Context: an optimization exercise on an open-source flow, tuned for small area. The choices shown serve that exercise and are no tape-out recipe.
The RTL was checked by simulation tests, not by an equivalence proof against the original design.
Power figures rest on the tool's default switching activity, not on a simulated workload.

===== flow/run.sh =====
#!/bin/bash
# synth_recipe.tcl (not shown) runs the flow's synth.tcl, then flattens the netlist and writes it again
# the make line also repeats each setting of config.mk as NAME=value (left out here)
make -C /OpenROAD-flow-scripts/flow DESIGN_CONFIG=/design/flow/config.mk WORK_HOME=/design/flow/orfs CLKGATE_MAP_FILE= SYNTH_SCRIPT=/design/flow/synth_recipe.tcl finish

===== flow/config.mk =====
export PLATFORM = sky130hd
export DESIGN_NAME = tomasulo_alu_cluster
export DESIGN_NICKNAME = tomasulo_alu_cluster
export VERILOG_FILES = /design/flow/design.v
export SDC_FILE = /design/flow/constraint.sdc
export NUM_CORES = 4
export LEC_CHECK = 0
export CAP_MARGIN = 20
export CORE_MARGIN = 2
export CORE_UTILIZATION = 40
export SLEW_MARGIN = 20

===== flow/constraint.sdc =====
create_clock -name core_clock -period 15.0 [get_ports {clk}]
set_input_delay 3.0000 -clock core_clock [delete_from_list [all_inputs] [get_ports {clk}]]
set_output_delay 3.0000 -clock core_clock [all_outputs]
set_load 0.01 [all_outputs]

===== flow/design.v =====
module tomasulo_alu_cluster (
    input  wire        clk,
    input  wire        rst,
    input  wire        flush,
    input  wire        iss_valid,
    output wire        iss_ready,
    input  wire [4:0]  iss_op,
    input  wire        iss_j_tag,
    input  wire [31:0] iss_j,
    input  wire        iss_k_tag,
    input  wire [31:0] iss_k,
    input  wire [7:0]  iss_rob,
    input  wire        ext_valid,
    input  wire [7:0]  ext_rob,
    input  wire [31:0] ext_value,
    output wire        wb0_valid,
    output wire [7:0]  wb0_rob,
    output wire [31:0] wb0_value,
    output wire        wb1_valid,
    output wire [7:0]  wb1_rob,
    output wire [31:0] wb1_value
);
    localparam [3:0] C_ZERO = 4'b0000, C_AND = 4'b0001, C_OR  = 4'b0010,
                     C_XOR  = 4'b0011, C_SLL = 4'b0100, C_SRL = 4'b0101,
                     C_CMP  = 4'b0110, C_LT  = 4'b0111, C_MV  = 4'b1100,
                     C_ADD  = 4'b1000, C_SUB = 4'b1001, C_MUL = 4'b1010,
                     C_DIV  = 4'b1011;
    reg [3:0] iss_cls;
    always @* begin
        case (iss_op)
            5'd1, 5'd2:   iss_cls = C_ADD;
            5'd3:         iss_cls = C_SUB;
            5'd4:         iss_cls = C_MUL;
            5'd5:         iss_cls = C_DIV;
            5'd6, 5'd7:   iss_cls = C_AND;
            5'd8, 5'd9:   iss_cls = C_OR;
            5'd10:        iss_cls = C_XOR;
            5'd11, 5'd12: iss_cls = C_SLL;
            5'd13, 5'd14: iss_cls = C_SRL;
            5'd15:        iss_cls = C_CMP;
            5'd16:        iss_cls = C_LT;
            5'd17, 5'd18: iss_cls = C_MV;
            default:      iss_cls = C_ZERO;
        endcase
    end
    reg [3:0]  s_valid, s_inuse, s_jt, s_kt;
    reg [3:0]  s_jp, s_kp;      
    reg [3:0]  s_cls [0:3];
    reg [31:0] s_j   [0:3];
    reg [31:0] s_k   [0:3];
    reg [7:0]  s_rob [0:3];
    reg        busy   [0:1];
    reg [3:0]  cnt    [0:1];
    reg [3:0]  ucls   [0:1];
    reg [1:0]  slot_r [0:1];
    reg [32:0] R      [0:1];
    reg [30:0] Q      [0:1];
    reg        flag   [0:1];    
    reg        cdbv   [0:1];
    wire live = !flush;
    wire [31:0] res  [0:1];     
    wire [7:0]  urob [0:1];
    assign urob[0] = s_rob[slot_r[0]];
    assign urob[1] = s_rob[slot_r[1]];
    assign wb0_valid = cdbv[0] && live;
    assign wb0_rob   = urob[0];
    assign wb0_value = res[0];
    assign wb1_valid = cdbv[1] && live;
    assign wb1_rob   = urob[1];
    assign wb1_value = res[1];
    reg [3:0]  w_valid, w_jt, w_kt, e_j, e_k;
    reg [31:0] w_j [0:3];
    reg [31:0] w_k [0:3];
    integer s;
    always @* begin
        for (s = 0; s < 4; s = s + 1) begin
            w_jt[s] = s_jt[s];
            w_j[s]  = s_j[s];
            w_kt[s] = s_kt[s];
            w_k[s]  = s_k[s];
            e_j[s] = 1'b0;
            e_k[s] = 1'b0;
            if (s_jp[s]) begin
                w_jt[s] = 1'b0;
            end else if (cdbv[0] && s_jt[s] && s_j[s][7:0] == urob[0]) begin
                w_jt[s] = 1'b0; w_j[s] = res[0];
            end else if (cdbv[1] && s_jt[s] && s_j[s][7:0] == urob[1]) begin
                w_jt[s] = 1'b0; w_j[s] = res[1];
            end else if (ext_valid && s_jt[s] && s_j[s][7:0] == ext_rob) begin
                e_j[s] = 1'b1; w_j[s] = ext_value;
            end
            if (s_kp[s]) begin
                w_kt[s] = 1'b0;
            end else if (cdbv[0] && s_kt[s] && s_k[s][7:0] == urob[0]) begin
                w_kt[s] = 1'b0; w_k[s] = res[0];
            end else if (cdbv[1] && s_kt[s] && s_k[s][7:0] == urob[1]) begin
                w_kt[s] = 1'b0; w_k[s] = res[1];
            end else if (ext_valid && s_kt[s] && s_k[s][7:0] == ext_rob) begin
                e_k[s] = 1'b1; w_k[s] = ext_value;
            end
            w_valid[s] = s_valid[s] && live &&
                         !(cdbv[0] && slot_r[0] == s[1:0]) &&
                         !(cdbv[1] && slot_r[1] == s[1:0]);
        end
    end
    wire [3:0] rdy = w_valid & ~s_inuse & ~w_jt & ~w_kt;
    wire       c0 = !busy[0] && live && (|rdy);
    wire [1:0] sel0 = rdy[0] ? 2'd0 : rdy[1] ? 2'd1 : rdy[2] ? 2'd2 : 2'd3;
    wire [3:0] rdy1 = rdy & ~({3'b000, c0} << sel0);
    wire       c1 = !busy[1] && live && (|rdy1);
    wire [1:0] sel1 = rdy1[0] ? 2'd0 : rdy1[1] ? 2'd1 : rdy1[2] ? 2'd2 : 2'd3;
    wire [31:0] a0 = s_j[slot_r[0]], b0 = s_k[slot_r[0]];
    wire [31:0] a1 = s_j[slot_r[1]], b1 = s_k[slot_r[1]];
    wire pend0 = busy[0] && ucls[0] == C_MUL && !flag[0];
    wire pend1 = busy[1] && ucls[1] == C_MUL && !flag[1];
    wire g0 = pend0;
    wire g1 = pend1 && !pend0;
    wire [31:0] ma = g0 ? a0 : a1;
    wire [31:0] mb = g0 ? b0 : b1;
    wire [31:0] prod;
    tac_mul32lo mul (.a(ma), .b(mb), .p(prod));
    wire        u_claim [0:1];
    wire [1:0]  u_sel   [0:1];
    wire [31:0] u_a     [0:1];
    wire [31:0] u_b     [0:1];
    wire        u_g     [0:1];
    assign u_claim[0] = c0; assign u_claim[1] = c1;
    assign u_sel[0] = sel0; assign u_sel[1] = sel1;
    assign u_a[0] = a0;     assign u_a[1] = a1;
    assign u_b[0] = b0;     assign u_b[1] = b1;
    assign u_g[0] = g0;     assign u_g[1] = g1;
    genvar u;
    generate
        for (u = 0; u < 2; u = u + 1) begin : unit
            wire [31:0] a = u_a[u];
            wire [31:0] b = u_b[u];
            wire [3:0]  k = ucls[u];
            wire [3:0]  kc = s_cls[u_sel[u]];
            wire        lat1 = !(kc[3] && !kc[2]);
            wire        isdiv = (k == C_DIV);
            wire        pre   = (cnt[u] == 4'd13);
            wire        dstep = isdiv && !pre;
            wire        sub   = (k == C_SUB) || (k == C_LT);
            wire        sa = a[31], sb = b[31];
            wire [31:0] ax  = dstep ? {Q[u], R[u][32]} : a;
            wire [31:0] by  = isdiv ? (pre ? {32{sb}} : (b ^ {32{!sb}})) : (b ^ {32{sub}});
            wire        ci  = isdiv ? (!pre && !sb) : sub;
            wire [32:0] sum33 = {1'b0, ax} + {1'b0, by} + {32'd0, ci};
            wire [31:0] sum = sum33[31:0];
            wire        lt  = (sa != sb) ? sa : sum[31];
            wire        aneg = sa || (sb && sum[31]);
            wire [31:0] dvd = sum ^ {32{aneg}};
            wire        inv = sb ? !(sa || sum[31]) : sa;
            wire        isl = (k == C_SLL);
            reg  [31:0] a_rev, shr_rev;
            integer m;
            always @* begin
                for (m = 0; m < 32; m = m + 1) a_rev[m] = a[31-m];
            end
            wire [31:0] shin = isl ? a_rev : a;
            wire [31:0] shr  = $signed({!isl && a[31], shin}) >>> b[4:0];
            always @* begin
                for (m = 0; m < 32; m = m + 1) shr_rev[m] = shr[31-m];
            end
            reg [3:0] tt;
            always @* begin
                case (k)
                    C_AND:        tt = 4'b1000;
                    C_OR:         tt = 4'b1110;
                    C_XOR, C_CMP: tt = 4'b0110;
                    C_MV:         tt = 4'b1100;
                    default:      tt = 4'b0000;
                endcase
            end
            wire [31:0] lg = ({32{tt[0]}} & ~a & ~b) | ({32{tt[1]}} & ~a & b) |
                             ({32{tt[2]}} & a & ~b)  | ({32{tt[3]}} & a & b);
            reg [31:0] r;
            always @* begin
                case (k)
                    C_SLL:   r = shr_rev;
                    C_SRL:   r = shr;
                    C_CMP:   r = {31'd0, ~|lg};
                    C_LT:    r = {31'd0, lt};
                    C_ADD, C_SUB: r = sum;
                    C_MUL, C_DIV: r = R[u][31:0];
                    default: r = lg;
                endcase
            end
            assign res[u] = r;
            wire [31:0] dx  = b ^ {32{!sb}};
            wire        dci = !sb;
            reg  [32:0] rr;
            reg  [30:0] qq;
            reg  [31:0] x;
            reg  [32:0] t;
            integer i;
            always @* begin
                x  = {Q[u], R[u][32]};
                qq = sum33[32] ? sum33[30:0] : x[30:0];
                rr = {R[u][31:0], sum33[32] ^ flag[u]};
                for (i = 1; i < 3; i = i + 1) begin
                    x  = {qq, rr[32]};
                    t  = {1'b0, x} + {1'b0, dx} + {32'd0, dci};
                    qq = t[32] ? t[30:0] : x[30:0];
                    rr = {rr[31:0], t[32] ^ flag[u]};
                end
            end
            wire bz = (b == 32'd0);
            always @(posedge clk) begin
                if (rst || flush) begin
                    busy[u] <= 1'b0;
                end else if (busy[u]) begin
                    cnt[u] <= cnt[u] - 4'd1;
                    if (cnt[u] == 4'd1)
                        busy[u] <= 1'b0;
                end else if (u_claim[u] && !lat1) begin
                    busy[u] <= 1'b1;
                    cnt[u]  <= (kc[1:0] == 2'b11) ? 4'd13 : (kc[1:0] == 2'b10) ? 4'd3 : 4'd1;
                    flag[u] <= 1'b0;
                end
                if (!busy[u] && u_claim[u]) begin
                    slot_r[u] <= u_sel[u];
                    ucls[u]   <= kc;
                end
                cdbv[u] <= !rst && live && ((busy[u] && cnt[u] == 4'd1) || (u_claim[u] && lat1));
                if (busy[u]) begin
                    if (k == C_MUL) begin
                        if (u_g[u]) begin
                            R[u]    <= {1'b0, prod};
                            flag[u] <= 1'b1;
                        end
                    end else if (cnt[u] == 4'd13) begin
                        R[u]    <= {1'b0, dvd};
                        Q[u]    <= 31'd0;
                        flag[u] <= inv || bz;
                    end else if (cnt[u] != 4'd1) begin
                        R[u] <= rr;
                        Q[u] <= qq;
                    end
                end
            end
        end
    endgenerate
    wire       free_found = !(&w_valid);
    wire [1:0] free_slot  = !w_valid[0] ? 2'd0 : !w_valid[1] ? 2'd1 :
                            !w_valid[2] ? 2'd2 : 2'd3;
    assign iss_ready = free_found;
    wire do_issue = iss_valid && free_found;
    wire iss_je = ext_valid && live && iss_j_tag && iss_j[7:0] == ext_rob;
    wire iss_ke = ext_valid && live && iss_k_tag && iss_k[7:0] == ext_rob;
    always @(posedge clk) begin
        for (s = 0; s < 4; s = s + 1) begin
            s_jt[s] <= w_jt[s];
            s_jp[s] <= e_j[s];
            s_j[s]  <= w_j[s];
            s_kt[s] <= w_kt[s];
            s_kp[s] <= e_k[s];
            s_k[s]  <= w_k[s];
            s_valid[s] <= w_valid[s];
            if ((c0 && sel0 == s[1:0]) || (c1 && sel1 == s[1:0]))
                s_inuse[s] <= 1'b1;
            if (do_issue && free_slot == s[1:0]) begin
                s_valid[s] <= 1'b1;
                s_inuse[s] <= 1'b0;
                s_cls[s]   <= iss_cls;
                s_jt[s]    <= iss_j_tag;
                s_jp[s]    <= iss_je;
                s_j[s]     <= iss_je ? ext_value : iss_j;
                s_kt[s]    <= iss_k_tag;
                s_kp[s]    <= iss_ke;
                s_k[s]     <= iss_ke ? ext_value : iss_k;
                s_rob[s]   <= iss_rob;
            end
            if (rst)
                s_valid[s] <= 1'b0;
        end
    end
endmodule
module tac_mul32lo (input [31:0] a, input [31:0] b, output [31:0] p);
    wire [32:0] bb = {b, 1'b0};
    wire [31:0] pp [0:15];
    wire [15:0] ng;
    genvar i;
    generate
        for (i = 0; i < 16; i = i + 1) begin : row
            wire b0 = bb[2*i], b1 = bb[2*i+1], b2 = bb[2*i+2];
            wire one = b0 ^ b1;
            wire two = (b2 & ~b1 & ~b0) | (~b2 & b1 & b0);
            wire neg = b2 & ~(b1 & b0);
            wire [31:0] m = ({32{one}} & a) | ({32{two}} & {a[30:0], 1'b0});
            assign pp[i] = m ^ {32{neg}};
            assign ng[i] = neg;
        end
    endgenerate
    wire t1 = pp[0][24] ^ pp[1][22];
    wire t2 = pp[0][24] & pp[1][22];
    wire t3 = pp[0][25] ^ pp[1][23];
    wire t4 = pp[0][25] & pp[1][23];
    wire t5 = pp[0][26] ^ pp[1][24] ^ pp[2][22];
    wire t6 = (pp[0][26] & pp[1][24]) | (pp[0][26] & pp[2][22]) | (pp[1][24] & pp[2][22]);
    wire t7 = pp[3][20] ^ pp[4][18];
    wire t8 = pp[3][20] & pp[4][18];
    wire t9 = pp[0][27] ^ pp[1][25] ^ pp[2][23];
    wire t10 = (pp[0][27] & pp[1][25]) | (pp[0][27] & pp[2][23]) | (pp[1][25] & pp[2][23]);
    wire t11 = pp[3][21] ^ pp[4][19];
    wire t12 = pp[3][21] & pp[4][19];
    wire t13 = pp[0][28] ^ pp[1][26] ^ pp[2][24];
    wire t14 = (pp[0][28] & pp[1][26]) | (pp[0][28] & pp[2][24]) | (pp[1][26] & pp[2][24]);
    wire t15 = pp[3][22] ^ pp[4][20] ^ pp[5][18];
    wire t16 = (pp[3][22] & pp[4][20]) | (pp[3][22] & pp[5][18]) | (pp[4][20] & pp[5][18]);
    wire t17 = pp[6][16] ^ pp[7][14];
    wire t18 = pp[6][16] & pp[7][14];
    wire t19 = pp[0][29] ^ pp[1][27] ^ pp[2][25];
    wire t20 = (pp[0][29] & pp[1][27]) | (pp[0][29] & pp[2][25]) | (pp[1][27] & pp[2][25]);
    wire t21 = pp[3][23] ^ pp[4][21] ^ pp[5][19];
    wire t22 = (pp[3][23] & pp[4][21]) | (pp[3][23] & pp[5][19]) | (pp[4][21] & pp[5][19]);
    wire t23 = pp[6][17] ^ pp[7][15];
    wire t24 = pp[6][17] & pp[7][15];
    wire t25 = pp[0][30] ^ pp[1][28] ^ pp[2][26];
    wire t26 = (pp[0][30] & pp[1][28]) | (pp[0][30] & pp[2][26]) | (pp[1][28] & pp[2][26]);
    wire t27 = pp[3][24] ^ pp[4][22] ^ pp[5][20];
    wire t28 = (pp[3][24] & pp[4][22]) | (pp[3][24] & pp[5][20]) | (pp[4][22] & pp[5][20]);
    wire t29 = pp[6][18] ^ pp[7][16] ^ pp[8][14];
    wire t30 = (pp[6][18] & pp[7][16]) | (pp[6][18] & pp[8][14]) | (pp[7][16] & pp[8][14]);
    wire t31 = pp[9][12] ^ pp[10][10];
    wire t32 = pp[9][12] & pp[10][10];
    wire t33 = pp[0][31] ^ pp[1][29] ^ pp[2][27];
    wire t35 = pp[3][25] ^ pp[4][23] ^ pp[5][21];
    wire t37 = pp[6][19] ^ pp[7][17] ^ pp[8][15];
    wire t39 = pp[9][13] ^ pp[10][11];
    wire t41 = pp[0][16] ^ pp[1][14];
    wire t42 = pp[0][16] & pp[1][14];
    wire t43 = pp[0][17] ^ pp[1][15];
    wire t44 = pp[0][17] & pp[1][15];
    wire t45 = pp[0][18] ^ pp[1][16] ^ pp[2][14];
    wire t46 = (pp[0][18] & pp[1][16]) | (pp[0][18] & pp[2][14]) | (pp[1][16] & pp[2][14]);
    wire t47 = pp[3][12] ^ pp[4][10];
    wire t48 = pp[3][12] & pp[4][10];
    wire t49 = pp[0][19] ^ pp[1][17] ^ pp[2][15];
    wire t50 = (pp[0][19] & pp[1][17]) | (pp[0][19] & pp[2][15]) | (pp[1][17] & pp[2][15]);
    wire t51 = pp[3][13] ^ pp[4][11];
    wire t52 = pp[3][13] & pp[4][11];
    wire t53 = pp[0][20] ^ pp[1][18] ^ pp[2][16];
    wire t54 = (pp[0][20] & pp[1][18]) | (pp[0][20] & pp[2][16]) | (pp[1][18] & pp[2][16]);
    wire t55 = pp[3][14] ^ pp[4][12] ^ pp[5][10];
    wire t56 = (pp[3][14] & pp[4][12]) | (pp[3][14] & pp[5][10]) | (pp[4][12] & pp[5][10]);
    wire t57 = pp[6][8] ^ pp[7][6];
    wire t58 = pp[6][8] & pp[7][6];
    wire t59 = pp[0][21] ^ pp[1][19] ^ pp[2][17];
    wire t60 = (pp[0][21] & pp[1][19]) | (pp[0][21] & pp[2][17]) | (pp[1][19] & pp[2][17]);
    wire t61 = pp[3][15] ^ pp[4][13] ^ pp[5][11];
    wire t62 = (pp[3][15] & pp[4][13]) | (pp[3][15] & pp[5][11]) | (pp[4][13] & pp[5][11]);
    wire t63 = pp[6][9] ^ pp[7][7];
    wire t64 = pp[6][9] & pp[7][7];
    wire t65 = pp[0][22] ^ pp[1][20] ^ pp[2][18];
    wire t66 = (pp[0][22] & pp[1][20]) | (pp[0][22] & pp[2][18]) | (pp[1][20] & pp[2][18]);
    wire t67 = pp[3][16] ^ pp[4][14] ^ pp[5][12];
    wire t68 = (pp[3][16] & pp[4][14]) | (pp[3][16] & pp[5][12]) | (pp[4][14] & pp[5][12]);
    wire t69 = pp[6][10] ^ pp[7][8] ^ pp[8][6];
    wire t70 = (pp[6][10] & pp[7][8]) | (pp[6][10] & pp[8][6]) | (pp[7][8] & pp[8][6]);
    wire t71 = pp[9][4] ^ pp[10][2];
    wire t72 = pp[9][4] & pp[10][2];
    wire t73 = pp[0][23] ^ pp[1][21] ^ pp[2][19];
    wire t74 = (pp[0][23] & pp[1][21]) | (pp[0][23] & pp[2][19]) | (pp[1][21] & pp[2][19]);
    wire t75 = pp[3][17] ^ pp[4][15] ^ pp[5][13];
    wire t76 = (pp[3][17] & pp[4][15]) | (pp[3][17] & pp[5][13]) | (pp[4][15] & pp[5][13]);
    wire t77 = pp[6][11] ^ pp[7][9] ^ pp[8][7];
    wire t78 = (pp[6][11] & pp[7][9]) | (pp[6][11] & pp[8][7]) | (pp[7][9] & pp[8][7]);
    wire t79 = pp[9][5] ^ pp[10][3];
    wire t80 = pp[9][5] & pp[10][3];
    wire t81 = pp[2][20] ^ pp[3][18] ^ pp[4][16];
    wire t82 = (pp[2][20] & pp[3][18]) | (pp[2][20] & pp[4][16]) | (pp[3][18] & pp[4][16]);
    wire t83 = pp[5][14] ^ pp[6][12] ^ pp[7][10];
    wire t84 = (pp[5][14] & pp[6][12]) | (pp[5][14] & pp[7][10]) | (pp[6][12] & pp[7][10]);
    wire t85 = pp[8][8] ^ pp[9][6] ^ pp[10][4];
    wire t86 = (pp[8][8] & pp[9][6]) | (pp[8][8] & pp[10][4]) | (pp[9][6] & pp[10][4]);
    wire t87 = pp[11][2] ^ pp[12][0] ^ ng[12];
    wire t88 = (pp[11][2] & pp[12][0]) | (pp[11][2] & ng[12]) | (pp[12][0] & ng[12]);
    wire t89 = pp[2][21] ^ pp[3][19] ^ pp[4][17];
    wire t90 = (pp[2][21] & pp[3][19]) | (pp[2][21] & pp[4][17]) | (pp[3][19] & pp[4][17]);
    wire t91 = pp[5][15] ^ pp[6][13] ^ pp[7][11];
    wire t92 = (pp[5][15] & pp[6][13]) | (pp[5][15] & pp[7][11]) | (pp[6][13] & pp[7][11]);
    wire t93 = pp[8][9] ^ pp[9][7] ^ pp[10][5];
    wire t94 = (pp[8][9] & pp[9][7]) | (pp[8][9] & pp[10][5]) | (pp[9][7] & pp[10][5]);
    wire t95 = pp[11][3] ^ pp[12][1] ^ t3;
    wire t96 = (pp[11][3] & pp[12][1]) | (pp[11][3] & t3) | (pp[12][1] & t3);
    wire t97 = pp[5][16] ^ pp[6][14] ^ pp[7][12];
    wire t98 = (pp[5][16] & pp[6][14]) | (pp[5][16] & pp[7][12]) | (pp[6][14] & pp[7][12]);
    wire t99 = pp[8][10] ^ pp[9][8] ^ pp[10][6];
    wire t100 = (pp[8][10] & pp[9][8]) | (pp[8][10] & pp[10][6]) | (pp[9][8] & pp[10][6]);
    wire t101 = pp[11][4] ^ pp[12][2] ^ pp[13][0];
    wire t102 = (pp[11][4] & pp[12][2]) | (pp[11][4] & pp[13][0]) | (pp[12][2] & pp[13][0]);
    wire t103 = ng[13] ^ t5 ^ t7;
    wire t104 = (ng[13] & t5) | (ng[13] & t7) | (t5 & t7);
    wire t105 = pp[5][17] ^ pp[6][15] ^ pp[7][13];
    wire t106 = (pp[5][17] & pp[6][15]) | (pp[5][17] & pp[7][13]) | (pp[6][15] & pp[7][13]);
    wire t107 = pp[8][11] ^ pp[9][9] ^ pp[10][7];
    wire t108 = (pp[8][11] & pp[9][9]) | (pp[8][11] & pp[10][7]) | (pp[9][9] & pp[10][7]);
    wire t109 = pp[11][5] ^ pp[12][3] ^ pp[13][1];
    wire t110 = (pp[11][5] & pp[12][3]) | (pp[11][5] & pp[13][1]) | (pp[12][3] & pp[13][1]);
    wire t111 = t9 ^ t11 ^ t6;
    wire t112 = (t9 & t11) | (t9 & t6) | (t11 & t6);
    wire t113 = pp[8][12] ^ pp[9][10] ^ pp[10][8];
    wire t114 = (pp[8][12] & pp[9][10]) | (pp[8][12] & pp[10][8]) | (pp[9][10] & pp[10][8]);
    wire t115 = pp[11][6] ^ pp[12][4] ^ pp[13][2];
    wire t116 = (pp[11][6] & pp[12][4]) | (pp[11][6] & pp[13][2]) | (pp[12][4] & pp[13][2]);
    wire t117 = pp[14][0] ^ ng[14] ^ t13;
    wire t118 = (pp[14][0] & ng[14]) | (pp[14][0] & t13) | (ng[14] & t13);
    wire t119 = t15 ^ t17 ^ t10;
    wire t120 = (t15 & t17) | (t15 & t10) | (t17 & t10);
    wire t121 = pp[8][13] ^ pp[9][11] ^ pp[10][9];
    wire t122 = (pp[8][13] & pp[9][11]) | (pp[8][13] & pp[10][9]) | (pp[9][11] & pp[10][9]);
    wire t123 = pp[11][7] ^ pp[12][5] ^ pp[13][3];
    wire t124 = (pp[11][7] & pp[12][5]) | (pp[11][7] & pp[13][3]) | (pp[12][5] & pp[13][3]);
    wire t125 = pp[14][1] ^ t19 ^ t21;
    wire t126 = (pp[14][1] & t19) | (pp[14][1] & t21) | (t19 & t21);
    wire t127 = t23 ^ t14 ^ t16;
    wire t128 = (t23 & t14) | (t23 & t16) | (t14 & t16);
    wire t129 = pp[11][8] ^ pp[12][6] ^ pp[13][4];
    wire t130 = (pp[11][8] & pp[12][6]) | (pp[11][8] & pp[13][4]) | (pp[12][6] & pp[13][4]);
    wire t131 = pp[14][2] ^ pp[15][0] ^ ng[15];
    wire t132 = (pp[14][2] & pp[15][0]) | (pp[14][2] & ng[15]) | (pp[15][0] & ng[15]);
    wire t133 = t25 ^ t27 ^ t29;
    wire t134 = (t25 & t27) | (t25 & t29) | (t27 & t29);
    wire t135 = t31 ^ t20 ^ t22;
    wire t136 = (t31 & t20) | (t31 & t22) | (t20 & t22);
    wire t137 = pp[11][9] ^ pp[12][7] ^ pp[13][5];
    wire t139 = pp[14][3] ^ pp[15][1] ^ t33;
    wire t141 = t35 ^ t37 ^ t39;
    wire t143 = t26 ^ t28 ^ t30;
    wire t145 = pp[0][10] ^ pp[1][8];
    wire t146 = pp[0][10] & pp[1][8];
    wire t147 = pp[0][11] ^ pp[1][9];
    wire t148 = pp[0][11] & pp[1][9];
    wire t149 = pp[0][12] ^ pp[1][10] ^ pp[2][8];
    wire t150 = (pp[0][12] & pp[1][10]) | (pp[0][12] & pp[2][8]) | (pp[1][10] & pp[2][8]);
    wire t151 = pp[3][6] ^ pp[4][4];
    wire t152 = pp[3][6] & pp[4][4];
    wire t153 = pp[0][13] ^ pp[1][11] ^ pp[2][9];
    wire t154 = (pp[0][13] & pp[1][11]) | (pp[0][13] & pp[2][9]) | (pp[1][11] & pp[2][9]);
    wire t155 = pp[3][7] ^ pp[4][5];
    wire t156 = pp[3][7] & pp[4][5];
    wire t157 = pp[0][14] ^ pp[1][12] ^ pp[2][10];
    wire t158 = (pp[0][14] & pp[1][12]) | (pp[0][14] & pp[2][10]) | (pp[1][12] & pp[2][10]);
    wire t159 = pp[3][8] ^ pp[4][6] ^ pp[5][4];
    wire t160 = (pp[3][8] & pp[4][6]) | (pp[3][8] & pp[5][4]) | (pp[4][6] & pp[5][4]);
    wire t161 = pp[6][2] ^ pp[7][0];
    wire t162 = pp[6][2] & pp[7][0];
    wire t163 = pp[0][15] ^ pp[1][13] ^ pp[2][11];
    wire t164 = (pp[0][15] & pp[1][13]) | (pp[0][15] & pp[2][11]) | (pp[1][13] & pp[2][11]);
    wire t165 = pp[3][9] ^ pp[4][7] ^ pp[5][5];
    wire t166 = (pp[3][9] & pp[4][7]) | (pp[3][9] & pp[5][5]) | (pp[4][7] & pp[5][5]);
    wire t167 = pp[6][3] ^ pp[7][1];
    wire t168 = pp[6][3] & pp[7][1];
    wire t169 = pp[2][12] ^ pp[3][10] ^ pp[4][8];
    wire t170 = (pp[2][12] & pp[3][10]) | (pp[2][12] & pp[4][8]) | (pp[3][10] & pp[4][8]);
    wire t171 = pp[5][6] ^ pp[6][4] ^ pp[7][2];
    wire t172 = (pp[5][6] & pp[6][4]) | (pp[5][6] & pp[7][2]) | (pp[6][4] & pp[7][2]);
    wire t173 = pp[8][0] ^ ng[8] ^ t41;
    wire t174 = (pp[8][0] & ng[8]) | (pp[8][0] & t41) | (ng[8] & t41);
    wire t175 = pp[2][13] ^ pp[3][11] ^ pp[4][9];
    wire t176 = (pp[2][13] & pp[3][11]) | (pp[2][13] & pp[4][9]) | (pp[3][11] & pp[4][9]);
    wire t177 = pp[5][7] ^ pp[6][5] ^ pp[7][3];
    wire t178 = (pp[5][7] & pp[6][5]) | (pp[5][7] & pp[7][3]) | (pp[6][5] & pp[7][3]);
    wire t179 = pp[8][1] ^ t43 ^ t42;
    wire t180 = (pp[8][1] & t43) | (pp[8][1] & t42) | (t43 & t42);
    wire t181 = pp[5][8] ^ pp[6][6] ^ pp[7][4];
    wire t182 = (pp[5][8] & pp[6][6]) | (pp[5][8] & pp[7][4]) | (pp[6][6] & pp[7][4]);
    wire t183 = pp[8][2] ^ pp[9][0] ^ ng[9];
    wire t184 = (pp[8][2] & pp[9][0]) | (pp[8][2] & ng[9]) | (pp[9][0] & ng[9]);
    wire t185 = t45 ^ t47 ^ t44;
    wire t186 = (t45 & t47) | (t45 & t44) | (t47 & t44);
    wire t187 = pp[5][9] ^ pp[6][7] ^ pp[7][5];
    wire t188 = (pp[5][9] & pp[6][7]) | (pp[5][9] & pp[7][5]) | (pp[6][7] & pp[7][5]);
    wire t189 = pp[8][3] ^ pp[9][1] ^ t49;
    wire t190 = (pp[8][3] & pp[9][1]) | (pp[8][3] & t49) | (pp[9][1] & t49);
    wire t191 = t51 ^ t46 ^ t48;
    wire t192 = (t51 & t46) | (t51 & t48) | (t46 & t48);
    wire t193 = pp[8][4] ^ pp[9][2] ^ pp[10][0];
    wire t194 = (pp[8][4] & pp[9][2]) | (pp[8][4] & pp[10][0]) | (pp[9][2] & pp[10][0]);
    wire t195 = ng[10] ^ t53 ^ t55;
    wire t196 = (ng[10] & t53) | (ng[10] & t55) | (t53 & t55);
    wire t197 = t57 ^ t50 ^ t52;
    wire t198 = (t57 & t50) | (t57 & t52) | (t50 & t52);
    wire t199 = pp[8][5] ^ pp[9][3] ^ pp[10][1];
    wire t200 = (pp[8][5] & pp[9][3]) | (pp[8][5] & pp[10][1]) | (pp[9][3] & pp[10][1]);
    wire t201 = t59 ^ t61 ^ t63;
    wire t202 = (t59 & t61) | (t59 & t63) | (t61 & t63);
    wire t203 = t54 ^ t56 ^ t58;
    wire t204 = (t54 & t56) | (t54 & t58) | (t56 & t58);
    wire t205 = pp[11][0] ^ ng[11] ^ t65;
    wire t206 = (pp[11][0] & ng[11]) | (pp[11][0] & t65) | (ng[11] & t65);
    wire t207 = t67 ^ t69 ^ t71;
    wire t208 = (t67 & t69) | (t67 & t71) | (t69 & t71);
    wire t209 = t60 ^ t62 ^ t64;
    wire t210 = (t60 & t62) | (t60 & t64) | (t62 & t64);
    wire t211 = pp[11][1] ^ t73 ^ t75;
    wire t212 = (pp[11][1] & t73) | (pp[11][1] & t75) | (t73 & t75);
    wire t213 = t77 ^ t79 ^ t66;
    wire t214 = (t77 & t79) | (t77 & t66) | (t79 & t66);
    wire t215 = t68 ^ t70 ^ t72;
    wire t216 = (t68 & t70) | (t68 & t72) | (t70 & t72);
    wire t217 = t1 ^ t81 ^ t83;
    wire t218 = (t1 & t81) | (t1 & t83) | (t81 & t83);
    wire t219 = t85 ^ t87 ^ t74;
    wire t220 = (t85 & t87) | (t85 & t74) | (t87 & t74);
    wire t221 = t76 ^ t78 ^ t80;
    wire t222 = (t76 & t78) | (t76 & t80) | (t78 & t80);
    wire t223 = t2 ^ t89 ^ t91;
    wire t224 = (t2 & t89) | (t2 & t91) | (t89 & t91);
    wire t225 = t93 ^ t95 ^ t82;
    wire t226 = (t93 & t95) | (t93 & t82) | (t95 & t82);
    wire t227 = t84 ^ t86 ^ t88;
    wire t228 = (t84 & t86) | (t84 & t88) | (t86 & t88);
    wire t229 = t4 ^ t97 ^ t99;
    wire t230 = (t4 & t97) | (t4 & t99) | (t97 & t99);
    wire t231 = t101 ^ t103 ^ t90;
    wire t232 = (t101 & t103) | (t101 & t90) | (t103 & t90);
    wire t233 = t92 ^ t94 ^ t96;
    wire t234 = (t92 & t94) | (t92 & t96) | (t94 & t96);
    wire t235 = t8 ^ t105 ^ t107;
    wire t236 = (t8 & t105) | (t8 & t107) | (t105 & t107);
    wire t237 = t109 ^ t111 ^ t98;
    wire t238 = (t109 & t111) | (t109 & t98) | (t111 & t98);
    wire t239 = t100 ^ t102 ^ t104;
    wire t240 = (t100 & t102) | (t100 & t104) | (t102 & t104);
    wire t241 = t12 ^ t113 ^ t115;
    wire t242 = (t12 & t113) | (t12 & t115) | (t113 & t115);
    wire t243 = t117 ^ t119 ^ t106;
    wire t244 = (t117 & t119) | (t117 & t106) | (t119 & t106);
    wire t245 = t108 ^ t110 ^ t112;
    wire t246 = (t108 & t110) | (t108 & t112) | (t110 & t112);
    wire t247 = t18 ^ t121 ^ t123;
    wire t248 = (t18 & t121) | (t18 & t123) | (t121 & t123);
    wire t249 = t125 ^ t127 ^ t114;
    wire t250 = (t125 & t127) | (t125 & t114) | (t127 & t114);
    wire t251 = t116 ^ t118 ^ t120;
    wire t252 = (t116 & t118) | (t116 & t120) | (t118 & t120);
    wire t253 = t24 ^ t129 ^ t131;
    wire t254 = (t24 & t129) | (t24 & t131) | (t129 & t131);
    wire t255 = t133 ^ t135 ^ t122;
    wire t256 = (t133 & t135) | (t133 & t122) | (t135 & t122);
    wire t257 = t124 ^ t126 ^ t128;
    wire t258 = (t124 & t126) | (t124 & t128) | (t126 & t128);
    wire t259 = t32 ^ t137 ^ t139;
    wire t261 = t141 ^ t143 ^ t130;
    wire t263 = t132 ^ t134 ^ t136;
    wire t265 = pp[0][6] ^ pp[1][4];
    wire t266 = pp[0][6] & pp[1][4];
    wire t267 = pp[0][7] ^ pp[1][5];
    wire t268 = pp[0][7] & pp[1][5];
    wire t269 = pp[0][8] ^ pp[1][6] ^ pp[2][4];
    wire t270 = (pp[0][8] & pp[1][6]) | (pp[0][8] & pp[2][4]) | (pp[1][6] & pp[2][4]);
    wire t271 = pp[3][2] ^ pp[4][0];
    wire t272 = pp[3][2] & pp[4][0];
    wire t273 = pp[0][9] ^ pp[1][7] ^ pp[2][5];
    wire t274 = (pp[0][9] & pp[1][7]) | (pp[0][9] & pp[2][5]) | (pp[1][7] & pp[2][5]);
    wire t275 = pp[3][3] ^ pp[4][1];
    wire t276 = pp[3][3] & pp[4][1];
    wire t277 = pp[2][6] ^ pp[3][4] ^ pp[4][2];
    wire t278 = (pp[2][6] & pp[3][4]) | (pp[2][6] & pp[4][2]) | (pp[3][4] & pp[4][2]);
    wire t279 = pp[5][0] ^ ng[5] ^ t145;
    wire t280 = (pp[5][0] & ng[5]) | (pp[5][0] & t145) | (ng[5] & t145);
    wire t281 = pp[2][7] ^ pp[3][5] ^ pp[4][3];
    wire t282 = (pp[2][7] & pp[3][5]) | (pp[2][7] & pp[4][3]) | (pp[3][5] & pp[4][3]);
    wire t283 = pp[5][1] ^ t147 ^ t146;
    wire t284 = (pp[5][1] & t147) | (pp[5][1] & t146) | (t147 & t146);
    wire t285 = pp[5][2] ^ pp[6][0] ^ ng[6];
    wire t286 = (pp[5][2] & pp[6][0]) | (pp[5][2] & ng[6]) | (pp[6][0] & ng[6]);
    wire t287 = t149 ^ t151 ^ t148;
    wire t288 = (t149 & t151) | (t149 & t148) | (t151 & t148);
    wire t289 = pp[5][3] ^ pp[6][1] ^ t153;
    wire t290 = (pp[5][3] & pp[6][1]) | (pp[5][3] & t153) | (pp[6][1] & t153);
    wire t291 = t155 ^ t150 ^ t152;
    wire t292 = (t155 & t150) | (t155 & t152) | (t150 & t152);
    wire t293 = ng[7] ^ t157 ^ t159;
    wire t294 = (ng[7] & t157) | (ng[7] & t159) | (t157 & t159);
    wire t295 = t161 ^ t154 ^ t156;
    wire t296 = (t161 & t154) | (t161 & t156) | (t154 & t156);
    wire t297 = t163 ^ t165 ^ t167;
    wire t298 = (t163 & t165) | (t163 & t167) | (t165 & t167);
    wire t299 = t158 ^ t160 ^ t162;
    wire t300 = (t158 & t160) | (t158 & t162) | (t160 & t162);
    wire t301 = t169 ^ t171 ^ t173;
    wire t302 = (t169 & t171) | (t169 & t173) | (t171 & t173);
    wire t303 = t164 ^ t166 ^ t168;
    wire t304 = (t164 & t166) | (t164 & t168) | (t166 & t168);
    wire t305 = t175 ^ t177 ^ t179;
    wire t306 = (t175 & t177) | (t175 & t179) | (t177 & t179);
    wire t307 = t170 ^ t172 ^ t174;
    wire t308 = (t170 & t172) | (t170 & t174) | (t172 & t174);
    wire t309 = t181 ^ t183 ^ t185;
    wire t310 = (t181 & t183) | (t181 & t185) | (t183 & t185);
    wire t311 = t176 ^ t178 ^ t180;
    wire t312 = (t176 & t178) | (t176 & t180) | (t178 & t180);
    wire t313 = t187 ^ t189 ^ t191;
    wire t314 = (t187 & t189) | (t187 & t191) | (t189 & t191);
    wire t315 = t182 ^ t184 ^ t186;
    wire t316 = (t182 & t184) | (t182 & t186) | (t184 & t186);
    wire t317 = t193 ^ t195 ^ t197;
    wire t318 = (t193 & t195) | (t193 & t197) | (t195 & t197);
    wire t319 = t188 ^ t190 ^ t192;
    wire t320 = (t188 & t190) | (t188 & t192) | (t190 & t192);
    wire t321 = t199 ^ t201 ^ t203;
    wire t322 = (t199 & t201) | (t199 & t203) | (t201 & t203);
    wire t323 = t194 ^ t196 ^ t198;
    wire t324 = (t194 & t196) | (t194 & t198) | (t196 & t198);
    wire t325 = t205 ^ t207 ^ t209;
    wire t326 = (t205 & t207) | (t205 & t209) | (t207 & t209);
    wire t327 = t200 ^ t202 ^ t204;
    wire t328 = (t200 & t202) | (t200 & t204) | (t202 & t204);
    wire t329 = t211 ^ t213 ^ t215;
    wire t330 = (t211 & t213) | (t211 & t215) | (t213 & t215);
    wire t331 = t206 ^ t208 ^ t210;
    wire t332 = (t206 & t208) | (t206 & t210) | (t208 & t210);
    wire t333 = t217 ^ t219 ^ t221;
    wire t334 = (t217 & t219) | (t217 & t221) | (t219 & t221);
    wire t335 = t212 ^ t214 ^ t216;
    wire t336 = (t212 & t214) | (t212 & t216) | (t214 & t216);
    wire t337 = t223 ^ t225 ^ t227;
    wire t338 = (t223 & t225) | (t223 & t227) | (t225 & t227);
    wire t339 = t218 ^ t220 ^ t222;
    wire t340 = (t218 & t220) | (t218 & t222) | (t220 & t222);
    wire t341 = t229 ^ t231 ^ t233;
    wire t342 = (t229 & t231) | (t229 & t233) | (t231 & t233);
    wire t343 = t224 ^ t226 ^ t228;
    wire t344 = (t224 & t226) | (t224 & t228) | (t226 & t228);
    wire t345 = t235 ^ t237 ^ t239;
    wire t346 = (t235 & t237) | (t235 & t239) | (t237 & t239);
    wire t347 = t230 ^ t232 ^ t234;
    wire t348 = (t230 & t232) | (t230 & t234) | (t232 & t234);
    wire t349 = t241 ^ t243 ^ t245;
    wire t350 = (t241 & t243) | (t241 & t245) | (t243 & t245);
    wire t351 = t236 ^ t238 ^ t240;
    wire t352 = (t236 & t238) | (t236 & t240) | (t238 & t240);
    wire t353 = t247 ^ t249 ^ t251;
    wire t354 = (t247 & t249) | (t247 & t251) | (t249 & t251);
    wire t355 = t242 ^ t244 ^ t246;
    wire t356 = (t242 & t244) | (t242 & t246) | (t244 & t246);
    wire t357 = t253 ^ t255 ^ t257;
    wire t358 = (t253 & t255) | (t253 & t257) | (t255 & t257);
    wire t359 = t248 ^ t250 ^ t252;
    wire t360 = (t248 & t250) | (t248 & t252) | (t250 & t252);
    wire t361 = t259 ^ t261 ^ t263;
    wire t363 = t254 ^ t256 ^ t258;
    wire t365 = pp[0][4] ^ pp[1][2];
    wire t366 = pp[0][4] & pp[1][2];
    wire t367 = pp[0][5] ^ pp[1][3];
    wire t368 = pp[0][5] & pp[1][3];
    wire t369 = pp[2][2] ^ pp[3][0] ^ ng[3];
    wire t370 = (pp[2][2] & pp[3][0]) | (pp[2][2] & ng[3]) | (pp[3][0] & ng[3]);
    wire t371 = pp[2][3] ^ pp[3][1] ^ t267;
    wire t372 = (pp[2][3] & pp[3][1]) | (pp[2][3] & t267) | (pp[3][1] & t267);
    wire t373 = ng[4] ^ t269 ^ t271;
    wire t374 = (ng[4] & t269) | (ng[4] & t271) | (t269 & t271);
    wire t375 = t273 ^ t275 ^ t270;
    wire t376 = (t273 & t275) | (t273 & t270) | (t275 & t270);
    wire t377 = t277 ^ t279 ^ t274;
    wire t378 = (t277 & t279) | (t277 & t274) | (t279 & t274);
    wire t379 = t281 ^ t283 ^ t278;
    wire t380 = (t281 & t283) | (t281 & t278) | (t283 & t278);
    wire t381 = t285 ^ t287 ^ t282;
    wire t382 = (t285 & t287) | (t285 & t282) | (t287 & t282);
    wire t383 = t289 ^ t291 ^ t286;
    wire t384 = (t289 & t291) | (t289 & t286) | (t291 & t286);
    wire t385 = t293 ^ t295 ^ t290;
    wire t386 = (t293 & t295) | (t293 & t290) | (t295 & t290);
    wire t387 = t297 ^ t299 ^ t294;
    wire t388 = (t297 & t299) | (t297 & t294) | (t299 & t294);
    wire t389 = t301 ^ t303 ^ t298;
    wire t390 = (t301 & t303) | (t301 & t298) | (t303 & t298);
    wire t391 = t305 ^ t307 ^ t302;
    wire t392 = (t305 & t307) | (t305 & t302) | (t307 & t302);
    wire t393 = t309 ^ t311 ^ t306;
    wire t394 = (t309 & t311) | (t309 & t306) | (t311 & t306);
    wire t395 = t313 ^ t315 ^ t310;
    wire t396 = (t313 & t315) | (t313 & t310) | (t315 & t310);
    wire t397 = t317 ^ t319 ^ t314;
    wire t398 = (t317 & t319) | (t317 & t314) | (t319 & t314);
    wire t399 = t321 ^ t323 ^ t318;
    wire t400 = (t321 & t323) | (t321 & t318) | (t323 & t318);
    wire t401 = t325 ^ t327 ^ t322;
    wire t402 = (t325 & t327) | (t325 & t322) | (t327 & t322);
    wire t403 = t329 ^ t331 ^ t326;
    wire t404 = (t329 & t331) | (t329 & t326) | (t331 & t326);
    wire t405 = t333 ^ t335 ^ t330;
    wire t406 = (t333 & t335) | (t333 & t330) | (t335 & t330);
    wire t407 = t337 ^ t339 ^ t334;
    wire t408 = (t337 & t339) | (t337 & t334) | (t339 & t334);
    wire t409 = t341 ^ t343 ^ t338;
    wire t410 = (t341 & t343) | (t341 & t338) | (t343 & t338);
    wire t411 = t345 ^ t347 ^ t342;
    wire t412 = (t345 & t347) | (t345 & t342) | (t347 & t342);
    wire t413 = t349 ^ t351 ^ t346;
    wire t414 = (t349 & t351) | (t349 & t346) | (t351 & t346);
    wire t415 = t353 ^ t355 ^ t350;
    wire t416 = (t353 & t355) | (t353 & t350) | (t355 & t350);
    wire t417 = t357 ^ t359 ^ t354;
    wire t418 = (t357 & t359) | (t357 & t354) | (t359 & t354);
    wire t419 = t361 ^ t363 ^ t358;
    wire t421 = pp[0][2] ^ pp[1][0];
    wire t422 = pp[0][2] & pp[1][0];
    wire t423 = pp[0][3] ^ pp[1][1];
    wire t424 = pp[0][3] & pp[1][1];
    wire t425 = pp[2][0] ^ ng[2] ^ t365;
    wire t426 = (pp[2][0] & ng[2]) | (pp[2][0] & t365) | (ng[2] & t365);
    wire t427 = pp[2][1] ^ t367 ^ t366;
    wire t428 = (pp[2][1] & t367) | (pp[2][1] & t366) | (t367 & t366);
    wire t429 = t265 ^ t369 ^ t368;
    wire t430 = (t265 & t369) | (t265 & t368) | (t369 & t368);
    wire t431 = t266 ^ t371 ^ t370;
    wire t432 = (t266 & t371) | (t266 & t370) | (t371 & t370);
    wire t433 = t268 ^ t373 ^ t372;
    wire t434 = (t268 & t373) | (t268 & t372) | (t373 & t372);
    wire t435 = t272 ^ t375 ^ t374;
    wire t436 = (t272 & t375) | (t272 & t374) | (t375 & t374);
    wire t437 = t276 ^ t377 ^ t376;
    wire t438 = (t276 & t377) | (t276 & t376) | (t377 & t376);
    wire t439 = t280 ^ t379 ^ t378;
    wire t440 = (t280 & t379) | (t280 & t378) | (t379 & t378);
    wire t441 = t284 ^ t381 ^ t380;
    wire t442 = (t284 & t381) | (t284 & t380) | (t381 & t380);
    wire t443 = t288 ^ t383 ^ t382;
    wire t444 = (t288 & t383) | (t288 & t382) | (t383 & t382);
    wire t445 = t292 ^ t385 ^ t384;
    wire t446 = (t292 & t385) | (t292 & t384) | (t385 & t384);
    wire t447 = t296 ^ t387 ^ t386;
    wire t448 = (t296 & t387) | (t296 & t386) | (t387 & t386);
    wire t449 = t300 ^ t389 ^ t388;
    wire t450 = (t300 & t389) | (t300 & t388) | (t389 & t388);
    wire t451 = t304 ^ t391 ^ t390;
    wire t452 = (t304 & t391) | (t304 & t390) | (t391 & t390);
    wire t453 = t308 ^ t393 ^ t392;
    wire t454 = (t308 & t393) | (t308 & t392) | (t393 & t392);
    wire t455 = t312 ^ t395 ^ t394;
    wire t456 = (t312 & t395) | (t312 & t394) | (t395 & t394);
    wire t457 = t316 ^ t397 ^ t396;
    wire t458 = (t316 & t397) | (t316 & t396) | (t397 & t396);
    wire t459 = t320 ^ t399 ^ t398;
    wire t460 = (t320 & t399) | (t320 & t398) | (t399 & t398);
    wire t461 = t324 ^ t401 ^ t400;
    wire t462 = (t324 & t401) | (t324 & t400) | (t401 & t400);
    wire t463 = t328 ^ t403 ^ t402;
    wire t464 = (t328 & t403) | (t328 & t402) | (t403 & t402);
    wire t465 = t332 ^ t405 ^ t404;
    wire t466 = (t332 & t405) | (t332 & t404) | (t405 & t404);
    wire t467 = t336 ^ t407 ^ t406;
    wire t468 = (t336 & t407) | (t336 & t406) | (t407 & t406);
    wire t469 = t340 ^ t409 ^ t408;
    wire t470 = (t340 & t409) | (t340 & t408) | (t409 & t408);
    wire t471 = t344 ^ t411 ^ t410;
    wire t472 = (t344 & t411) | (t344 & t410) | (t411 & t410);
    wire t473 = t348 ^ t413 ^ t412;
    wire t474 = (t348 & t413) | (t348 & t412) | (t413 & t412);
    wire t475 = t352 ^ t415 ^ t414;
    wire t476 = (t352 & t415) | (t352 & t414) | (t415 & t414);
    wire t477 = t356 ^ t417 ^ t416;
    wire t478 = (t356 & t417) | (t356 & t416) | (t417 & t416);
    wire t479 = t360 ^ t419 ^ t418;
    wire [31:0] ra = {t479, t477, t475, t473, t471, t469, t467, t465, t463, t461, t459, t457, t455, t453, t451, t449, t447, t445, t443, t441, t439, t437, t435, t433, t431, t429, t427, t425, t423, ng[1], pp[0][1], pp[0][0]};
    wire [31:0] rb = {t478, t476, t474, t472, t470, t468, t466, t464, t462, t460, t458, t456, t454, t452, t450, t448, t446, t444, t442, t440, t438, t436, t434, t432, t430, t428, t426, t424, t422, t421, 1'b0, ng[0]};
    assign p = ra + rb;
endmodule

==> impl_metrics.ini, run 1 <==
[route]
first_iter_violations = 11100
dr.pass1.iters = 7
drtAntennaViolNets = 0
post_drt_wl_per_cell_um = 34.8
drc = 0
via_per_inst = 6.79
wl_mm = 350
vias = 68300

[sta]
slew_headroom_pct = 5.54
fin_crit_sh_pct = 92.3
tns_ps = 0
drv_slew = 0
worst_pin_slew_ps = 1420
setup_violations = 0
fmax_ghz = 0.0722
rsz0062_at_grt = false
hold_viol = 0
skew_ps = 58.9
fin_crit_ps = 13850

[synthesis]
syn_nets = 8536
ys_seq_elements = 482
yosys.area.top_type = edfxtp_1
synth_edf_count = 452
yosysWarningCount = 16
synth.top_cells.by_count = nand2_1, nor2_1, a21oi_1
syn_avg_cell_area_um2 = 8.52
synthFlopType = edfxtp_1
syn_inst = 7943
synth_cell_type_count = 122
synthArstFlopShare_pct = 0
synthMostInstantiatedCell = nand2_1
synth.cell_area_um2 = 67700
synth_top_area_share_pct = 20.1
synth_area_leaders = edfxtp_1, xnor2_1, mux2i_1, fa_1, ha_1
ys_seq_area_share_pct = 20.9

[setup_path]
r2r_cells = 41
crit_required_ps = 15430
max_stage_delay_ps = 980
cp_slowest_cell = mux4_4
path_class = register to register
worstPathArrival_ps = 14280
r2r-start = slot_r[1][1]
end_kind = register
worstReg2RegEnd = Q[1][0]
critPathLaunchType = register
worstPathMaxFanout = 53
rrSetupSlack_ps = 1150

[power]
clock_power_share_pct = 8.2
p_per_area_nw_per_um2 = 292
p_sw_share_pct = 59.0
switching_power_mw = 12.8
intPower_mw = 8.87
cellLeakagePower_nw = 28.5
p_comb_share_pct = 84.1
p_seq_share_pct = 7.7
vdd_drop_max_mv = 1.70

[clocking]
numCtsBuffers = 67
clkTransAtPathRegs_ps = 60
clkLatencyLatePin_ps = 740
cts_setup_buffers = 0
cts_hold_buffers = 0
cts_resized = 0
h-tree-depth = 3
cts_tree = yes
clock-sinks = 482
clk_path_buf_depth = 3
cts_root_buf = clkbuf_16

[placed_design]
numPortBuffers = 206
place_area_um2 = 71600
dp.cells = 9919
place.detailed.hpwl_mm = 260
gp_congestion = 1.05

[hold_path]
min_from = s_inuse[3]
holdPathEnd = s_inuse[3]
min_path_cells = 2
min_path_type = register to register

[floorplan]
initial_utilization_pct = 40.4
dieHeight_um = 415
core-area_um2 = 168000
die_area_um2 = 172000
rows = 150
dieWidth_um = 415
io_pins = 207

[global_routing]
busiest_layer = met2
grt_use_met2_pct = 56.0
grt_use_total_pct = 39.1
grt_pass1_wl_mm = 488
grt_max_degree = 83
antenna_found_initial = 23
grt_util_met3_pct = 13.1
overflow = 0
grt_pass1_vias = 64300
met1_usage_pct = 50.6

[status]
status = no timing/DRC/antenna violations

[finish]
nets = 8378
final_cells = 10100
final_area_um2 = 74000
drive_gt1_share_pct = 11.4
fillers = 16400
syn_to_final_growth_pct = 9.39

[flow_run]
max-cap-violations = 0
[power by group through the flow]
stage / Clock [mW] / Combinational (mW) / Sequential, mW
after global routing: 1.82 / 19.4 / 1.66
after detailed placement: 0 / 17.9 / 1.69
after global placement: 0 / 17.7 / 1.69
after floorplan: 0 / 11.3 / 1.68
final: 1.78 / 18.2 / 1.66
after CTS: 1.77 / 18.0 / 1.66
[critical path, delay by kind of cell, from the launching register on]
kind	cells	cell delay, ps
DFF	1	800
xor gates and xnor gates	2	310
AOI/OAI and AO/OA	20	6040
muxes	4	1940
buffers and inverters	3	900
adders and majority gates	4	1570
and+or+nand+nor	8	1900
[registers in the layout, indices dropped and copies added, names as in the netlist, 4 cells and up]
name,cells
s_kp,4
s_valid,4
cnt,8
s_rob,32
s_jp,4
s_j,128
s_k,128
Q,62
R,66
slot_r,4
s_cls,16
s_jt,4
s_inuse,4
ucls,8
s_kt,4
[cell usage in the layout (no fill, tap or decap), types with 40 or more instances in the layout]
cell type	netlist	routed
o22ai_1	82	79
xnor2_1	519	518
nand3_1	110	105
clkdlybuf4s50_1	0	206
buf_4	22	237
nand4_1	53	53
mux2i_1	452	451
and2_1	43	43
o21ai_0	341	337
ha_1	275	273
a221oi_1	155	155
o21a_1	52	52
nand2_1	854	851
o211ai_1	83	83
a211oi_1	147	147
xor2_1	329	325
a22oi_1	251	251
mux2_2	192	192
nor2b_1	60	56
nor2_1	677	668
o21ai_1	73	64
fa_1	194	194
inv_1	265	263
a21oi_1	579	577
clkbuf_16	0	67
nor3_1	89	83
nand2b_1	73	73
a31oi_1	41	40
mux4_2	146	144
a21o_1	111	111
edfxtp_1	452	452
[worst max path at each step]
stage	end	start	cells past startpoint	slack, ps
floorplan	Q[1][1]	slot_r[1][0]	52	3660
global placement	Q[1][0]	slot_r[1][1]	41	1690
detailed placement	Q[1][18]	slot_r[1][1]	41	1540
CTS	Q[1][0]	slot_r[1][1]	41	1460
global route	Q[1][0]	slot_r[1][1]	43	290
finish	Q[1][0]	slot_r[1][1]	41	1150
[kinds of logic (layout without fill, tap and decap cells)]
family	Yosys count	after routing	synth area share [%]
AND/OR/NAND/NOR	2168	2168	14.2
multiplexers	806	806	15.1
XOR/XNOR	850	850	11.0
adder cells (fa/ha/maj)	472	472	10.9
AO/OA/AOI/OAI	2212	2212	21.8
flip-flops	482	482	20.9
buffers and inverters	953	846	6.06
other	0	12	0
[area by class of cell]
type	count	area, µm²	share of cell area, %
Tap cell	2204	2760	3.73
Inverter	280	1050	1.42
Clock inverter	48	603	0.815
Multi-Input combinational cell	6508	49800	67.3
Antenna cell	12	30.0	0.0406
Clock buffer	72	1710	2.30
Sequential cell	482	14200	19.1
Timing Repair Buffer	446	3910	5.28
[layer usage]
layer  vias to the layer above  share of wire (%)
li1                      28700                  -
met2                      5154                 41
met1                     33300                 38
met4                        22                7.2
met5                         -              0.077
met3                      1140                 14
[metrics by stage]
| step | hold slack, ps | setup slack, ps | utilization [%] | power, mW |
|---|---|---|---|---|
| after floorplan | 437 | 3660 | - | 12.9 |
| after global placement | 454 | 1690 | 42.7 | 19.4 |
| after detailed placement | 463 | 1540 | 42.7 | 19.6 |
| after CTS | 477 | 1460 | 44.1 | 21.5 |
| after global routing | 493 | 286 | 44.1 | 22.9 |
| final | 479 | 1150 | 44.2 | 21.6 |
==> run 2, diff against run 1 <==
--- a/flow/config.mk
+++ b/flow/config.mk
@@ -9,3 +9,4 @@
 export CORE_MARGIN = 2
 export CORE_UTILIZATION = 40
+export CTS_BUF_LIST = sky130_fd_sc_hd__clkbuf_8
 export SLEW_MARGIN = 20
==> run 2 against run 1 <==
  * Still clean on timing, DRC and antenna
  * Critical path depth stayed put
  * Final cell count is 0.57% higher
  * Hold slack better by 3.7 ps
  * Flip-flop and latch count stayed put
  * Synthesized cell count stayed put
  * Maximum frequency is 0.57% lower
  * Critical path type unchanged
==> impl_metrics.ini, run 2 <==
[floorplan]
io_pins = 207
rows = 150
initial_utilization_pct = 40.4
core-area_um2 = 168000
dieWidth_um = 415
dieHeight_um = 415
die_area_um2 = 172000

[clocking]
h-tree-depth = 3
cts_tree = yes
cts_resized = 0
cts_root_buf = clkbuf_8
clkLatencyLatePin_ps = 930
clk_path_buf_depth = 3
cts_hold_buffers = 0
numCtsBuffers = 96
clkTransAtPathRegs_ps = 70
clock-sinks = 482
cts_setup_buffers = 0

[status]
status = no timing/DRC/antenna violations

[synthesis]
yosys.area.top_type = edfxtp_1
ys_seq_area_share_pct = 20.9
synth.cell_area_um2 = 67700
syn_avg_cell_area_um2 = 8.52
synth.top_cells.by_count = nand2_1, nor2_1, a21oi_1
synthArstFlopShare_pct = 0
synthMostInstantiatedCell = nand2_1
syn_nets = 8536
syn_inst = 7943
yosysWarningCount = 16
synth_top_area_share_pct = 20.1
synth_area_leaders = edfxtp_1, xnor2_1, mux2i_1, fa_1, ha_1
synth_cell_type_count = 122
ys_seq_elements = 482
synth_edf_count = 452
synthFlopType = edfxtp_1

[global_routing]
grt_use_total_pct = 39.1
grt_max_degree = 83
antenna_found_initial = 21
grt_pass1_vias = 64300
overflow = 0
grt_pass1_wl_mm = 489

[finish]
nets = 8408
final_cell_mix = nand2_1, nor2_1, a21oi_1
multi_input_area_um2 = 49800
layout.area.seq_um2 = 14200
reg.largest.list = s_j x128, s_k x128, R x66
syn_to_final_growth_pct = 9.24
fillers = 16500
mostFrequentLayoutCell = nand2_1
drive_gt1_share_pct = 11.7

[setup_path]
end_kind = register
critPathLaunchType = register
crit_required_ps = 15550
worstPathArrival_ps = 14480
max_stage_delay_ps = 980
worstPathMaxFanout = 53
path_class = register to register
cp_slowest_cell = mux4_4

[sta]
tns_ps = 0
skew_ps = 122
worst_pin_slew_ps = 1360
fin_crit_sh_pct = 92.9
setup_violations = 0
fmax_ghz = 0.0718
fin_crit_ps = 13930
hold_viol = 0
slew_headroom_pct = 9.25
drv_slew = 0
rsz0062_at_grt = false
hold_ws_ps = 482

[placed_design]
numPortBuffers = 206
gp_congestion = 1.05
place.detailed.hpwl_mm = 260

[power]
cellLeakagePower_nw = 28.6
vdd_drop_max_mv = 1.71
finalPower_mw = 21.6
p_per_area_nw_per_um2 = 292

[route]
vias = 68200
first_iter_violations = 11200
wl_met1_mm = 135
via_per_inst = 6.75
wl_met3_mm = 46.4
top_layer = met5
drtAntennaViolNets = 0
post_drt_wl_per_cell_um = 34.6
dr.pass1.iters = 9
wl_mm = 349
wl_met2_mm = 143
drc = 0

[hold_path]
min_path_type = register to register

[flow_run]
max-cap-violations = 0
## run 2: worst paths after layout
check,startpoint,endpoint,slack [ps],depth (start not counted)
max reg2reg,slot_r[1][1],Q[1][0],1070,41
max,slot_r[1][1],Q[1][0],1070,41
min reg2reg,s_inuse[3],s_inuse[3],480,2
min,s_inuse[3],s_inuse[3],480,2
## run 2: cells by family (layout without fill, tap and decap cells)
group	after synthesis	in the layout	share of synthesized area, %
AO/OA/AOI/OAI	2212	2212	21.8
flip-flops	482	482	20.9
buffers and inverters	953	906	6.06
adder cells (fa/ha/maj)	472	472	10.9
multiplexers	806	806	15.1
XOR/XNOR	850	850	11.0
other	0	9	0
AND/OR/NAND/NOR	2168	2168	14.2
## run 2: power breakdown
group	internal, mW	switching (mW)	total (mW)
Combinational	6.22	12.0	18.2
Sequential	1.63	0.0339	1.66
Clock	0.899	0.772	1.67
## run 2: worst max-delay path: cells and delay by family (launching register included)
kind,cells,cell delay (ps)
AOI/OAI and AO/OA,20,6100
buffers and inverters,3,900
muxes,4,1950
DFF,1,810
and+or+nand+nor,8,1870
adders and majority gates,4,1580
xor gates and xnor gates,2,300
## run 2: layer usage
layer	global-route usage, %	vias up
met2	56.6	5277
met1	51.2	33100
met4	23.0	16
met3	11.8	1073
li1	-	28800
met5	0.500	-
## run 2: area by class of cell
cell class,count,share of cell area [%]
antenna,9,0.0305
clock buffer,97,1.81
clock inverter,82,1.18
inverter,280,1.42
multi-input combinational,6508,67.4
sequential,482,19.2
tap,2204,3.73
timing repair buffer,447,5.30
## run 2: per-stage QoR
stage	cell area [µm²]	instances	util, %	worst slack [ps]
finish	73900	10100	44.1	1070
global route	73900	10100	44.1	227
CTS	73800	10100	44.1	1380
detailed placement	71600	9919	42.7	1540
global placement	71600	9919	42.7	1690
floorplan	67700	7943	-	3660

## afterwards: timing with drivers on the ports
The results above use ideal ports. As a check the final layouts listed here were re-extracted and re-timed, cells and wires unchanged. Step 1 sets driving cells, clkbuf_16 on the clock port and buf_2 on the other inputs (assumed; they add their load-dependent delay and slew). Step 2 also shifts input and output timing later by t, the mid clock arrival at the registers, as if the neighbouring blocks saw the same clock. Three values: ideal, step 1, step 2; two values: the first two.
| run | t, ns | setup slack, ns | worst setup path at the end |
|---|---|---|---|
| run 1 | 0.802 | 1.149 / 1.149 / 1.149 | register to register |
| run 2 | 0.952 | 1.069 / 1.069 / 1.069 | register to register |
After both steps setup and hold are still met in every run listed.
